This is an optimization exercise on Yosys and OpenROAD, whose aim is small area, a short achievable clock period and few clock cycles per item, not a production implementation.
The RTL of this run was laid out without a check of its function.
No activity file was given, so power comes from the tool's default toggle rates.

File: flow/config.mk
export PLATFORM = sky130hd
export DESIGN_NAME = fdtu
export DESIGN_NICKNAME = fdtu
export VERILOG_FILES = /design/flow/design.v
export SDC_FILE = /design/flow/constraint.sdc
export NUM_CORES = 4
export LEC_CHECK = 0
export CAP_MARGIN = 20
export CORE_MARGIN = 2
export CORE_UTILIZATION = 55
export GPL_ROUTABILITY_DRIVEN = 1
export GPL_TIMING_DRIVEN = 1
export PLACE_DENSITY = 0.65
export SETUP_SLACK_MARGIN = 5
export SLEW_MARGIN = 20
export TNS_END_PERCENT = 100
File: flow/constraint.sdc
create_clock -name core_clock -period 12.0 [get_ports {clk}]
set_input_delay 2.4000 -clock core_clock [delete_from_list [all_inputs] [get_ports {clk}]]
set_output_delay 2.4000 -clock core_clock [all_outputs]
set_load 0.01 [all_outputs]
File: flow/design.v
module fdtu (
    input  wire         clk,
    input  wire         rst,           
    input  wire         cmd_valid,
    output reg          cmd_ready,
    input  wire [159:0] cmd_data,
    input  wire         fin_valid,
    output wire         fin_ready,
    input  wire [31:0]  fin_data,
    output reg          out_valid,
    output reg  [31:0]  out_data,
    output reg          busy,
    output reg          fault,
    output reg  [1:0]   fault_code,
    output wire [31:0]  fault_pos,
    output wire [31:0]  fault_info0,
    output wire [31:0]  fault_info1
);
    localparam integer N = 32;
    localparam [31:0] NAN_SENT = 32'h7FC00000;
    localparam [31:0] POS_INF  = 32'h7F800000;
    localparam [7:0] OP_DRAW = 8'h10, OP_PUT = 8'h11, OP_RDCOLOR = 8'h12, OP_RDDEPTH = 8'h13;
    localparam [7:0] OP_CLRC = 8'h20, OP_CLRD = 8'h21, OP_FILL = 8'h22, OP_SCANOUT = 8'h23;
    localparam [7:0] OP_GETW = 8'h24, OP_GETH = 8'h25;
    localparam [7:0] OP_CLI = 8'h30, OP_CRGB = 8'h31, OP_CRGBA = 8'h32, OP_CVEC4 = 8'h33;
    localparam [7:0] OP_CGRAY = 8'h34, OP_CCONST = 8'h35, OP_COUT = 8'h36;
    localparam [7:0] OP_GETR = 8'h38, OP_GETG = 8'h39, OP_GETB = 8'h3A, OP_GETA = 8'h3B;
    localparam [7:0] OP_SETR = 8'h3C, OP_SETG = 8'h3D, OP_SETB = 8'h3E, OP_SETA = 8'h3F;
    localparam [7:0] OP_CADD = 8'h40, OP_CSADD = 8'h41, OP_CMUL = 8'h42;
    localparam [7:0] OP_CCMPL = 8'h43, OP_CCMPLA = 8'h44;
    localparam [1:0] FC_COORD = 2'd1, FC_ILLEGAL = 2'd2, FC_UNINIT = 2'd3;
    localparam integer C_DRAW = 0, C_PUT = 1, C_RDC = 2, C_RDD = 3, C_CLRC = 4, C_CLRD = 5,
                       C_FILL = 6, C_SCAN = 7, C_EMIT = 8, C_RWE = 9, C_RCS = 10, C_RCD = 11,
                       C_COORD = 12, C_MUL = 13, C_NC = 14;
    reg         a_valid;
    reg [159:0] a_cmd;
    reg [C_NC-1:0] a_cls;
    reg         a_wf;                 
    reg [1:0]   a_fcode;              
    reg [2:0]   a_ureg;               
    reg [4:0]   a_k;
    reg         a_ph;                 
    reg [31:0]  rcs_q, rcd_q;         
    reg [31:0]  cp_q, dp_q;           
    reg         cp_ok;                
    reg [31:0]  pos;
    reg [31:0]  creg [0:7];
    reg [7:0]   cmark;
    reg [31:0]  cp [0:N-1];
    reg [31:0]  dp [0:N-1];
    reg         scan_act;
    reg [4:0]   scan_cnt;
    reg         fill_act;
    reg [4:0]   fill_cnt;
    assign fin_ready   = fill_act;
    assign fault_pos   = pos;
    assign fault_info0 = a_cmd[31:0];
    assign fault_info1 = a_cmd[63:32];
    wire [31:0] w0 = a_cmd[31:0];
    wire [31:0] X  = a_cmd[63:32];
    wire [31:0] Y  = a_cmd[95:64];
    wire [31:0] Z  = a_cmd[127:96];
    wire [31:0] T  = a_cmd[159:128];
    wire [7:0]  op = w0[7:0];
    wire [2:0]  cd = w0[10:8];
    function conflict;
        input [C_NC-1:0] c;
        input [4:0]      k;
        input            wf;
        input            cok;
        input            sa;
        input [4:0]      sc;
        input            fa;
        input [4:0]      fc;
        begin
            conflict = ((c[C_RDC] || c[C_SCAN]) && !cok) ||
                       (sa && (wf || c[C_EMIT] || c[C_FILL] || c[C_CLRC] || c[C_RDC] ||
                               ((c[C_DRAW] || c[C_PUT]) && (k > sc)))) ||
                       (fa && (wf || c[C_SCAN] || c[C_FILL] || c[C_CLRC] || c[C_CLRD] ||
                               c[C_DRAW] || c[C_PUT] ||
                               ((c[C_RDC] || c[C_RDD]) && !({~k[4:3], k[2:0]} < fc))));
        end
    endfunction
    wire mul_p0   = a_cls[C_MUL] && !a_ph && !a_wf;
    wire stall    = conflict(a_cls, a_k, a_wf, cp_ok, scan_act, scan_cnt, fill_act, fill_cnt) || mul_p0;
    wire go       = a_valid && !fault && !stall;
    wire exec_ok  = go && !a_wf;
    wire exec_flt = go && a_wf;
    wire mul_go   = a_valid && !fault && mul_p0;
    function is_nan;
        input [31:0] d;
        is_nan = (d[30:23] == 8'hFF) && (d[22:0] != 23'd0);
    endfunction
    function fle32;
        input [31:0] a;
        input [31:0] b;
        reg both_zero, lem, gem;
        begin
            both_zero = (a[30:0] == 31'd0) && (b[30:0] == 31'd0);
            lem = (a[30:0] <= b[30:0]);
            gem = (a[30:0] >= b[30:0]);
            if (is_nan(a) || is_nan(b)) fle32 = 1'b0;
            else if (both_zero)         fle32 = 1'b1;
            else if (a[31] != b[31])    fle32 = a[31];
            else if (a[31])             fle32 = gem;
            else                        fle32 = lem;
        end
    endfunction
    wire draw_accept = !fle32(dp_q, Z);
    function [7:0] f2ch;
        input [31:0] v;
        reg [23:0] m;
        reg [7:0]  top;
        reg [2:0]  sh;
        begin
            m   = {1'b1, v[22:0]};
            top = m[23:16] - {7'd0, ({m[15:0], 8'd0} < m)};
            sh  = 3'd6 - v[25:23];                
            if (v[31])                    f2ch = 8'd0;
            else if (v[30:23] >= 8'd127)  f2ch = 8'd255;
            else if (v[30:23] < 8'd119)   f2ch = 8'd0;
            else                          f2ch = top >> sh;
        end
    endfunction
    wire [7:0] fx = f2ch(X);
    reg [31:0] cconst;
    always @(*) begin
        case (X[3:0])
            4'd0:    cconst = 32'hFF000000;
            4'd1:    cconst = 32'hFFFFFFFF;
            4'd2:    cconst = 32'hFF7F7F7F;
            4'd3:    cconst = 32'hFF0000FF;
            4'd4:    cconst = 32'hFF00FF00;
            4'd5:    cconst = 32'hFFFF0000;
            4'd6:    cconst = 32'hFF00FFFF;
            4'd7:    cconst = 32'hFFFF00FF;
            default: cconst = 32'hFFFFFF00;
        endcase
    end
    wire [7:0] opa = rcs_q[31:24];
    function [7:0] sat_add;
        input [7:0] x;
        input [7:0] a;
        reg   [8:0] s;
        begin
            s = {1'b0, x} + {1'b0, a};
            sat_add = s[8] ? 8'hFF : s[7:0];
        end
    endfunction
    function [7:0] div255;
        input [15:0] p;
        reg   [16:0] q;
        begin
            q = {1'b0, p} + {9'd0, p[15:8]} + 17'd1;
            div255 = q[15:8];
        end
    endfunction
    wire [15:0] prod0 = rcd_q[7:0]   * opa;
    wire [15:0] prod1 = rcd_q[15:8]  * opa;
    wire [15:0] prod2 = rcd_q[23:16] * opa;
    wire [15:0] prod3 = rcd_q[31:24] * opa;
    reg [31:0] reg_wv;
    always @(*) begin
        case (op)
            OP_RDCOLOR: reg_wv = cp_q;
            OP_CLI:     reg_wv = X;
            OP_CRGB:    reg_wv = {8'hFF, Z[7:0], Y[7:0], X[7:0]};
            OP_CRGBA:   reg_wv = {T[7:0], Z[7:0], Y[7:0], X[7:0]};
            OP_CVEC4:   reg_wv = {f2ch(T), f2ch(Z), f2ch(Y), fx};
            OP_CGRAY:   reg_wv = {8'hFF, fx, fx, fx};
            OP_CCONST:  reg_wv = cconst;
            OP_SETR:    reg_wv = {rcd_q[31:8], X[7:0]};
            OP_SETG:    reg_wv = {rcd_q[31:16], X[7:0], rcd_q[7:0]};
            OP_SETB:    reg_wv = {rcd_q[31:24], X[7:0], rcd_q[15:0]};
            OP_SETA:    reg_wv = {X[7:0], rcd_q[23:0]};
            OP_CADD:    reg_wv = {rcd_q[31:24] + opa, rcd_q[23:16] + opa, rcd_q[15:8] + opa, rcd_q[7:0] + opa};
            OP_CSADD:   reg_wv = {sat_add(rcd_q[31:24], opa), sat_add(rcd_q[23:16], opa),
                                  sat_add(rcd_q[15:8], opa),  sat_add(rcd_q[7:0], opa)};
            OP_CMUL:    reg_wv = {div255(rcs_q[31:16]), div255(rcs_q[15:0]),
                                  div255(rcd_q[31:16]), div255(rcd_q[15:0])};
            OP_CCMPL:   reg_wv = {8'hFF, ~rcs_q[23:0]};
            default:    reg_wv = ~rcs_q;          
        endcase
    end
    reg [31:0] emit_v;
    always @(*) begin
        case (op)
            OP_RDDEPTH: emit_v = dp_q;
            OP_GETW:    emit_v = 32'd8;
            OP_GETH:    emit_v = 32'd4;
            OP_GETR:    emit_v = {24'd0, rcs_q[7:0]};
            OP_GETG:    emit_v = {24'd0, rcs_q[15:8]};
            OP_GETB:    emit_v = {24'd0, rcs_q[23:16]};
            OP_GETA:    emit_v = {24'd0, rcs_q[31:24]};
            OP_SCANOUT: emit_v = cp_q;
            default:    emit_v = rcs_q;           
        endcase
    end
    wire reg_w   = exec_ok && a_cls[C_RWE];
    wire cell_w  = exec_ok && ((a_cls[C_DRAW] && draw_accept) || a_cls[C_PUT]);
    wire clrc_w  = exec_ok && a_cls[C_CLRC];
    wire clrd_w  = exec_ok && a_cls[C_CLRD];
    wire fill_we = fill_act && fin_valid;
    wire [4:0] fill_k = {~fill_cnt[4:3], fill_cnt[2:0]};
    wire [31:0] i_w0 = cmd_data[31:0];
    wire [31:0] i_x  = cmd_data[63:32];
    wire [31:0] i_y  = cmd_data[95:64];
    wire [31:0] i_z  = cmd_data[127:96];
    wire [31:0] i_t  = cmd_data[159:128];
    wire [7:0]  i_op = i_w0[7:0];
    wire [2:0]  i_cd = i_w0[10:8];
    wire [2:0]  i_cs = i_w0[13:11];
    reg       known, use_cd, use_cs;
    reg [1:0] kx, ky, kz, kt;
    reg [C_NC-1:0] cls;
    always @(*) begin
        known = 1'b1; use_cd = 1'b0; use_cs = 1'b0;
        kx = 2'd0; ky = 2'd0; kz = 2'd0; kt = 2'd0;
        cls = {C_NC{1'b0}};
        case (i_op)
            OP_DRAW:    begin use_cs = 1'b1; kx = 2'd1; ky = 2'd1; kz = 2'd1;
                              cls[C_DRAW] = 1'b1; cls[C_RCS] = 1'b1; cls[C_COORD] = 1'b1; end
            OP_PUT:     begin use_cs = 1'b1; kx = 2'd1; ky = 2'd1;
                              cls[C_PUT] = 1'b1; cls[C_RCS] = 1'b1; cls[C_COORD] = 1'b1; end
            OP_RDCOLOR: begin use_cd = 1'b1; kx = 2'd1; ky = 2'd1;
                              cls[C_RDC] = 1'b1; cls[C_RWE] = 1'b1; cls[C_COORD] = 1'b1; end
            OP_RDDEPTH: begin kx = 2'd1; ky = 2'd1;
                              cls[C_RDD] = 1'b1; cls[C_EMIT] = 1'b1; cls[C_COORD] = 1'b1; end
            OP_CLRC:    begin use_cs = 1'b1; cls[C_CLRC] = 1'b1; cls[C_RCS] = 1'b1; end
            OP_CLRD:    begin kz = 2'd1; cls[C_CLRD] = 1'b1; end
            OP_FILL:    cls[C_FILL] = 1'b1;
            OP_SCANOUT: begin cls[C_SCAN] = 1'b1; cls[C_EMIT] = 1'b1; end
            OP_GETW, OP_GETH: cls[C_EMIT] = 1'b1;
            OP_CLI:     begin use_cd = 1'b1; kx = 2'd1; cls[C_RWE] = 1'b1; end
            OP_CRGB:    begin use_cd = 1'b1; kx = 2'd2; ky = 2'd2; kz = 2'd2; cls[C_RWE] = 1'b1; end
            OP_CRGBA:   begin use_cd = 1'b1; kx = 2'd2; ky = 2'd2; kz = 2'd2; kt = 2'd2; cls[C_RWE] = 1'b1; end
            OP_CVEC4:   begin use_cd = 1'b1; kx = 2'd1; ky = 2'd1; kz = 2'd1; kt = 2'd1; cls[C_RWE] = 1'b1; end
            OP_CGRAY:   begin use_cd = 1'b1; kx = 2'd1; cls[C_RWE] = 1'b1; end
            OP_CCONST:  begin use_cd = 1'b1; kx = 2'd3; cls[C_RWE] = 1'b1; end
            OP_COUT, OP_GETR, OP_GETG, OP_GETB, OP_GETA:
                        begin use_cs = 1'b1; cls[C_EMIT] = 1'b1; cls[C_RCS] = 1'b1; end
            OP_SETR, OP_SETG, OP_SETB, OP_SETA:
                        begin use_cd = 1'b1; kx = 2'd2; cls[C_RWE] = 1'b1; cls[C_RCD] = 1'b1; end
            OP_CADD, OP_CSADD:
                        begin use_cd = 1'b1; use_cs = 1'b1;
                              cls[C_RWE] = 1'b1; cls[C_RCS] = 1'b1; cls[C_RCD] = 1'b1; end
            OP_CMUL:    begin use_cd = 1'b1; use_cs = 1'b1; cls[C_MUL] = 1'b1;
                              cls[C_RWE] = 1'b1; cls[C_RCS] = 1'b1; cls[C_RCD] = 1'b1; end
            OP_CCMPL, OP_CCMPLA:
                        begin use_cd = 1'b1; use_cs = 1'b1; cls[C_RWE] = 1'b1; cls[C_RCS] = 1'b1; end
            default:    known = 1'b0;
        endcase
    end
    function field_ok;
        input [1:0]  kind;
        input [31:0] v;
        begin
            case (kind)
                2'd0:    field_ok = (v == 32'd0);
                2'd1:    field_ok = 1'b1;
                2'd2:    field_ok = (v[31:8] == 24'd0);
                default: field_ok = (v[31:4] == 28'd0) && (v[3:0] <= 4'd8);
            endcase
        end
    endfunction
    wire i_legal = known && (i_w0[31:14] == 18'd0)
                   && (use_cd || i_cd == 3'd0) && (use_cs || i_cs == 3'd0)
                   && field_ok(kx, i_x) && field_ok(ky, i_y) && field_ok(kz, i_z) && field_ok(kt, i_t);
    wire i_xok = (i_x[31:2] == 30'd0) || (i_x[31:2] == 30'h3FFFFFFF);
    wire i_yok = (i_y == 32'hFFFFFFFF) || ((i_y[31:2] == 30'd0) && !(i_y[1] && i_y[0]));
    wire i_cok = i_xok && i_yok;
    wire [1:0] i_row = 2'd2 - i_y[1:0];
    wire [4:0] i_k = cls[C_COORD] ? {i_row, ~i_x[2], i_x[1:0]} : 5'd0;
    wire [7:0] mark_n = cmark | ({7'd0, reg_w} << cd);
    wire i_ucd = cls[C_RCD] && !mark_n[i_cd];
    wire i_ucs = cls[C_RCS] && !mark_n[i_cs];
    wire i_wf  = !i_legal || i_ucd || i_ucs || (cls[C_COORD] && !i_cok);
    wire [1:0] i_fcode = !i_legal ? FC_ILLEGAL : (i_ucd || i_ucs) ? FC_UNINIT : FC_COORD;
    wire [4:0]  pa    = cmd_ready ? i_k : a_k;
    wire [4:0]  pc    = scan_act ? scan_cnt : pa;
    wire [31:0] cp_rd = cp[pc];
    wire [31:0] dp_rd = dp[pa];
    wire [31:0] cp_fw = (fill_we && fill_k == pc)        ? fin_data :
                        (clrc_w || (cell_w && a_k == pc)) ? rcs_q : cp_rd;
    wire [31:0] dp_fw = (fill_we && fill_k == pa)        ? NAN_SENT :
                        clrd_w                           ? Z :
                        (cell_w && a_k == pa)            ? (a_cls[C_DRAW] ? Z : NAN_SENT) : dp_rd;
    wire [31:0] rcs_fw = (reg_w && cd == i_cs) ? reg_wv : creg[i_cs];
    wire [31:0] rcd_fw = (reg_w && cd == i_cd) ? reg_wv : creg[i_cd];
    wire acc        = cmd_valid && cmd_ready;
    wire scan_go    = exec_ok && a_cls[C_SCAN];
    wire fill_go    = exec_ok && a_cls[C_FILL];
    wire scan_act_n = scan_go || (scan_act && scan_cnt != 5'd31);
    wire [4:0] scan_cnt_n = scan_go ? 5'd1 : scan_cnt + 5'd1;
    wire fill_act_p = fill_go || fill_act;        
    wire [4:0] fill_cnt_p = fill_go ? 5'd0 : fill_cnt;
    wire fault_n    = fault || exec_flt;
    wire a_valid_n  = acc || (a_valid && !go);
    wire cp_ok_n    = !scan_act;
    wire new_blocked = conflict(cls, i_k, i_wf, cp_ok_n, scan_act_n, scan_cnt_n, fill_act_p, fill_cnt_p)
                       || cls[C_MUL];
    wire old_blocked = conflict(a_cls, a_k, a_wf, cp_ok_n, scan_act_n, scan_cnt_n, fill_act_p, fill_cnt_p)
                       || (a_cls[C_MUL] && !a_ph && !mul_go);
    wire ready_n    = !fault_n && (!a_valid_n || !(acc ? new_blocked : old_blocked));
    always @(posedge clk) begin
        if (rst) begin
            a_valid     <= 1'b0;
            cmd_ready   <= 1'b1;
            busy        <= 1'b0;
            pos         <= 32'd0;
            cmark       <= 8'd0;
            scan_act    <= 1'b0;
            scan_cnt    <= 5'd0;
            fill_act    <= 1'b0;
            fill_cnt    <= 5'd0;
            fault       <= 1'b0;
            fault_code  <= 2'd0;
            out_valid   <= 1'b0;
            out_data    <= 32'd0;
        end else begin
            a_valid   <= a_valid_n;
            cmd_ready <= ready_n;
            busy      <= (a_valid_n && !fault_n) || scan_act_n || fill_go ||
                         (fill_act && !(fill_we && fill_cnt == 5'd31));
            scan_act <= scan_act_n;
            if (scan_act || scan_go) scan_cnt <= scan_cnt_n;
            if (fill_go) begin
                fill_act <= 1'b1;
                fill_cnt <= 5'd0;
            end else if (fill_we) begin
                fill_cnt <= fill_cnt + 5'd1;
                if (fill_cnt == 5'd31) fill_act <= 1'b0;
            end
            out_valid <= scan_act || (exec_ok && a_cls[C_EMIT]);
            out_data  <= scan_act ? cp_rd : emit_v;
            if (exec_flt) begin
                fault      <= 1'b1;
                fault_code <= a_fcode;
            end
            if (exec_ok) pos <= pos + 32'd1;
            cmark <= mark_n;
        end
    end
    always @(posedge clk) begin
        if (exec_flt) begin
            if (a_fcode == FC_UNINIT) begin
                a_cmd[31:0]  <= {29'd0, a_ureg};
                a_cmd[63:32] <= 32'd0;
            end else if (a_fcode == FC_COORD) begin
                a_cmd[31:0]  <= X;
                a_cmd[63:32] <= Y;
            end
        end else if (acc) begin
            a_cmd   <= cmd_data;
        end
        if (acc) begin
            a_cls   <= cls;
            a_wf    <= i_wf;
            a_fcode <= i_fcode;
            a_ureg  <= i_ucd ? i_cd : i_cs;
            a_k     <= i_k;
            a_ph    <= 1'b0;
        end else if (mul_go) begin
            a_ph    <= 1'b1;
        end
        if (cmd_ready) begin
            rcs_q <= rcs_fw;
            rcd_q <= rcd_fw;
        end else if (mul_go) begin
            rcs_q <= {prod3, prod2};
            rcd_q <= {prod1, prod0};
        end
        cp_q  <= cp_fw;
        cp_ok <= cp_ok_n;
        dp_q  <= dp_fw;
    end
    always @(posedge clk) begin
        if (reg_w) creg[cd] <= reg_wv;
    end
    wire [31:0] cp_wd = rst ? 32'hFFFFFFFF : fill_act ? fin_data : rcs_q;
    wire [31:0] dp_wd = rst ? POS_INF :
                        (!fill_act && (a_cls[C_DRAW] || a_cls[C_CLRD])) ? Z : NAN_SENT;
    integer n;
    always @(posedge clk) begin
        for (n = 0; n < N; n = n + 1) begin
            if (rst || clrc_w || (cell_w && a_k == n) || (fill_we && fill_k == n))
                cp[n] <= cp_wd;
            if (rst || clrd_w || (cell_w && a_k == n) || (fill_we && fill_k == n))
                dp[n] <= dp_wd;
        end
    end
endmodule
File: flow/run.sh
#!/bin/bash
# synth_recipe.tcl (not shown) runs the flow's synth.tcl, then flattens the netlist and writes it again
# the make line also repeats each setting of config.mk as NAME=value (left out here)
make -C /OpenROAD-flow-scripts/flow DESIGN_CONFIG=/design/flow/config.mk WORK_HOME=/design/flow/orfs CLKGATE_MAP_FILE= SYNTH_SCRIPT=/design/flow/synth_recipe.tcl finish
==> reports/results.txt <==
The flow ran to the end and the layout has no timing, DRC or antenna violations. The HPWL after detailed placement is 312600 um. The average wire per standard cell is 39.15 um.

Along the worst path, the maximum fanout reaches 133. The per-instance average area after synthesis works out to 13.57 um^2. Clock latency on the worst-skew pair: 0.99 ns. The run gives 4 as the maximum buffer depth of the clock tree.

The area of placed instances came out at 133400 um^2. The highest routing layer actually used is met5. The region available for standard cell placement spans 226800 um^2.

The floorplan step set the die height to 481.0 um. At the worst endpoint, the arrival time is 7.88 ns. The number of antenna violations at the first check in global routing was 44.

Based on the critical path, the design can be clocked at up to 0.1412 GHz. In this run the power density over the cells is 249.5 nW/um^2. Once detail routing completed, the nets flagged for antenna violations numbered 0. The relative slew slack was 0.1315. The first global-routing pass estimated 691800 um of wire.

VDD sags by at most 0.0004194 V. The area growth from synthesis to layout works out to 14.16%. Setup repair after global routing left no endpoint under its margin. Setup violations remaining at the end of the flow were counted as 0. The detailed-routed wire length on met2 was 215800 um; the pin count of the biggest net entering global routing was 134. Leaving out filler cells and counting taps, the final layout contains 12820.

TritonCTS created 298 clock buffers. CTS saw 2713 sinks. The number of endpoints with negative hold slack in the final report was 0; the DRC marker count from the first detailed-route iteration was 15880. The I/O pin count is 331, and the number of enable-type register cells in the synthesized netlist is 2550. Clock-pin slew was measured on the worst setup and hold paths at 0.06 ns. Worst clock skew: 0.09692 ns.

The run gives 12.80 ns as the required time at the worst-slack endpoint. The aggregate global-route resource usage was 0.4284; the count of buffers from port buffering was 330. The number of hold buffers added after CTS was 0.

The DRC violation count after routing was 0. The cell sitting at the root of the clock tree is a sky130_fd_sc_hd__clkbuf_16. Counting flops and latches in the post-synthesis netlist gives 2713. By startpoint and endpoint, the worst setup path is classified as in2reg.

Total die area: 231400 um^2. After detailed routing, the wire length on met1 is 174900 um. The tools report the routed length on met3 as 71640 um. The actual slew at the worst max-slew pin came out at 1.303 ns.

STA classifies the critical path startpoint as a primary input. The finished cells cover 142900 um^2. The post-route clock period utilization works out to 0.5900. The number of placed instances with taps included is 12280. For the count of pins over their slew limit, the log shows 0. The tightest min-delay check is of the reg2reg type. The fraction of the yosys area taken by sequential cells is 0.6379. The tools report the leakage power as 50.01 nW. The tool flagged a number of max-cap violations equal to 0. After synthesis, the netlist uses 98 different library cells.

Fraction of synthesis flops using an asynchronous set or reset pin: 0. The dominant synthesized flop cell was sky130_fd_sc_hd__edfxtp_1. The run gives 17030 as the number of filler instances in the final layout. Die extent in x: 481.0 um.

The worst setup path is captured at a flop. Row generation in the floorplan step produced 175 rows. Number of nets at the end of the flow: 10270.

Subtracting the final worst setup slack from the clock period gives 7.080 ns. The run gives 125200 um^2 as the synthesized cell area. Yosys printed 3 warnings. The cell count after synthesis came out at 9225.

The via count of the routed design was 93880. The share of post-route cells with drive strength above 1 is 0.1162. The first TritonRoute pass finished after 8 iterations. The run gives 0 as the overall overflow remaining after global route.

TritonCTS built the clock tree. Dividing the detail-routed via count by the number of cells gives 7.321. The run gives 5 as the H-tree level count. After detailed routing, the total wire length is 502100 um. The logs give 0.5518 for the initial core utilization and 9923 for the number of nets produced by synthesis. At the end of routability-driven placement, the weighted congestion stood at 1.016. The tools report the setup total negative slack as 0 ns.

The number of global-route vias before repair is 88720, and the worst-case hold slack is 0.4708 ns.
==> cell type report <==
| cell class | count | area [um^2] | area share |
|---|---|---|---|
| clock inverter | 142 | 1533 | 0.01073 |
| antenna | 38 | 95.09 | 0.0006655 |
| sequential | 2713 | 79850 | 0.5588 |
| timing repair buffer | 642 | 5680 | 0.03976 |
| multi-input combinational | 5418 | 42320 | 0.2962 |
| inverter | 503 | 1888 | 0.01321 |
| tap | 3009 | 3765 | 0.02635 |
| clock buffer | 359 | 7757 | 0.05429 |
==> cells in the final DEF, fill, tap and decap left out, types with 42 or more instances in the layout <==
cell	netlist	routed
sky130_fd_sc_hd__a22oi_1	372	369
sky130_fd_sc_hd__xnor2_1	94	94
sky130_fd_sc_hd__mux2_2	42	42
sky130_fd_sc_hd__nand3_2	0	52
sky130_fd_sc_hd__mux4_2	131	131
sky130_fd_sc_hd__nand2_1	627	615
sky130_fd_sc_hd__o211ai_1	48	48
sky130_fd_sc_hd__dfxtp_1	163	160
sky130_fd_sc_hd__ha_1	354	354
sky130_fd_sc_hd__nand4_1	448	448
sky130_fd_sc_hd__nor2b_1	68	68
sky130_fd_sc_hd__o2111ai_1	145	145
sky130_fd_sc_hd__nor4_1	144	117
sky130_fd_sc_hd__nor3_1	134	115
sky130_fd_sc_hd__nor2_1	331	313
sky130_fd_sc_hd__a222oi_1	64	64
sky130_fd_sc_hd__o21ai_0	169	167
sky130_fd_sc_hd__a221o_1	64	64
sky130_fd_sc_hd__a22o_1	126	126
sky130_fd_sc_hd__and2_1	141	138
sky130_fd_sc_hd__clkbuf_16	0	299
sky130_fd_sc_hd__a21oi_1	261	256
sky130_fd_sc_hd__clkbuf_1	419	55
sky130_fd_sc_hd__clkinv_2	0	49
sky130_fd_sc_hd__a31oi_1	46	46
sky130_fd_sc_hd__a21o_1	53	53
sky130_fd_sc_hd__fa_1	148	148
sky130_fd_sc_hd__clkinv_1	6	46
sky130_fd_sc_hd__buf_4	8	309
sky130_fd_sc_hd__nand3_1	396	331
sky130_fd_sc_hd__and3_1	73	71
sky130_fd_sc_hd__mux2i_1	93	93
sky130_fd_sc_hd__inv_1	497	496
sky130_fd_sc_hd__xor2_1	56	56
sky130_fd_sc_hd__a221oi_1	173	173
sky130_fd_sc_hd__a211oi_1	64	53
sky130_fd_sc_hd__clkdlybuf4s50_1	0	322
sky130_fd_sc_hd__edfxtp_1	2550	2550
==> Yosys cell counts, drive strengths merged, types with 171 or more instances <==
cell type,count,area share
edfxtp,2550,0.61
o21ai,172,0.0069
a21oi,261,0.010
nand2,627,0.019
buf,171,0.0063
inv,497,0.015
nor2,331,0.0099
a221oi,173,0.012
ha,354,0.035
clkbuf,420,0.013
a22oi,372,0.022
nand3,396,0.016
nand4,448,0.022
==> stage by stage <==
step	worst slack, ns	utilization	power (mW)
3_3_place_gp	3.674	0.5879	26.11
4_1_cts	5.018	0.6292	35.26
2_1_floorplan	4.989	-	21.49
3_5_place_dp	3.455	0.5881	26.36
5_1_grt	5.073	0.6296	37.25
6_report	4.920	0.6299	35.65
==> layer usage <==
layer	vias to the layer above	GRT usage
li1	37280	-
met1	46970	0.5587
met2	7914	0.6277
met3	1689	0.1310
met4	32	0.2688
met5	-	0.001243
==> registers in the layout (all words and copies together), names as in the netlist, 3 cells and up, named ones only <==
register / flops
a_cls: 11
a_cmd: 160
a_k: 5
a_ureg: 3
cmark: 8
cp: 1024
cp_q: 32
creg: 256
dp: 1024
dp_q: 32
fill_cnt: 5
out_data: 32
pos: 32
rcd_q: 32
rcs_q: 32
scan_cnt: 5
==> cells by family (layout without fill, tap and decap cells) <==
kind of cell               count (synthesis)  after routing  synth area share
adders and majority gates                502            502           0.05906
AOI/OAI and AO/OA                       1944           1944            0.1179
xor gates and xnor gates                 150            150           0.01050
muxes                                    266            266           0.03479
and+or+nand+nor                         2556           2556            0.1059
DFF                                     2713           2713            0.6379
other                                      0             38                 0
buffers and inverters                   1094           1646           0.03395
==> final timing paths <==
check,startpoint,depth (start not counted),endpoint,slack (ns)
worst max-delay path,cmd_data[2],13,out_data[19],4.92
worst min register to register,a_ph,2,a_ph,0.47
worst max register to register,a_cmd[40],20,rcs_q[16],5.26
worst min-delay path,a_ph,2,a_ph,0.47
==> worst max-delay path, cell delays in order <==
cell                              delay (ns)
sky130_fd_sc_hd__clkdlybuf4s50_1        0.75
sky130_fd_sc_hd__nor4b_4                0.40
sky130_fd_sc_hd__buf_4                  0.35
sky130_fd_sc_hd__a311o_1                0.47
sky130_fd_sc_hd__nand2_4                0.36
sky130_fd_sc_hd__buf_12                 0.33
sky130_fd_sc_hd__and3_1                 0.55
sky130_fd_sc_hd__buf_4                  0.30
sky130_fd_sc_hd__a22oi_1                0.21
sky130_fd_sc_hd__o211ai_1               0.11
sky130_fd_sc_hd__or4_1                  0.53
sky130_fd_sc_hd__o22ai_1                0.59
sky130_fd_sc_hd__a221oi_1               0.19
==> power breakdown <==
| group | leakage [nW] | total (mW) | switching, mW | internal [mW] |
|---|---|---|---|---|
| clock network | 4.56 | 8.98 | 3.74 | 5.24 |
| logic | 20.2 | 13.4 | 8.43 | 4.98 |
| registers | 25.2 | 13.3 | 1.22 | 12.0 |
==> repair_timing <==
item	CTS	global route
pin swaps	1	0
resized for setup	7	3
gates cloned	0	0
setup endpoints to repair	45	41
buffers inserted	1	0

## re-timing with driven ports
The results above use ideal ports. As a check the final layout listed here was re-extracted and re-timed, cells and wires unchanged. Step 1 assumes that a clkbuf_16 drives the clock port and a buf_2 every other input. Step 2 times the ports against the registers' clock, not the clock port: input delays grow and output delays shrink by t, the midpoint of the rising clock arrivals with the driver on. Three values: no drivers, after step 1, after step 2; two values: the first two.
t (ns): 1.034
slack for setup (ns): 4.920 / 4.900 / 3.865
hold WS [ns]: 0.471 / 0.471 / 0.471
worst setup path at the end: input to register
After both steps setup and hold are still met in this run. For this run, drivers alone change the setup slack by -0.020 ns; drivers and shift together by -1.055 ns.
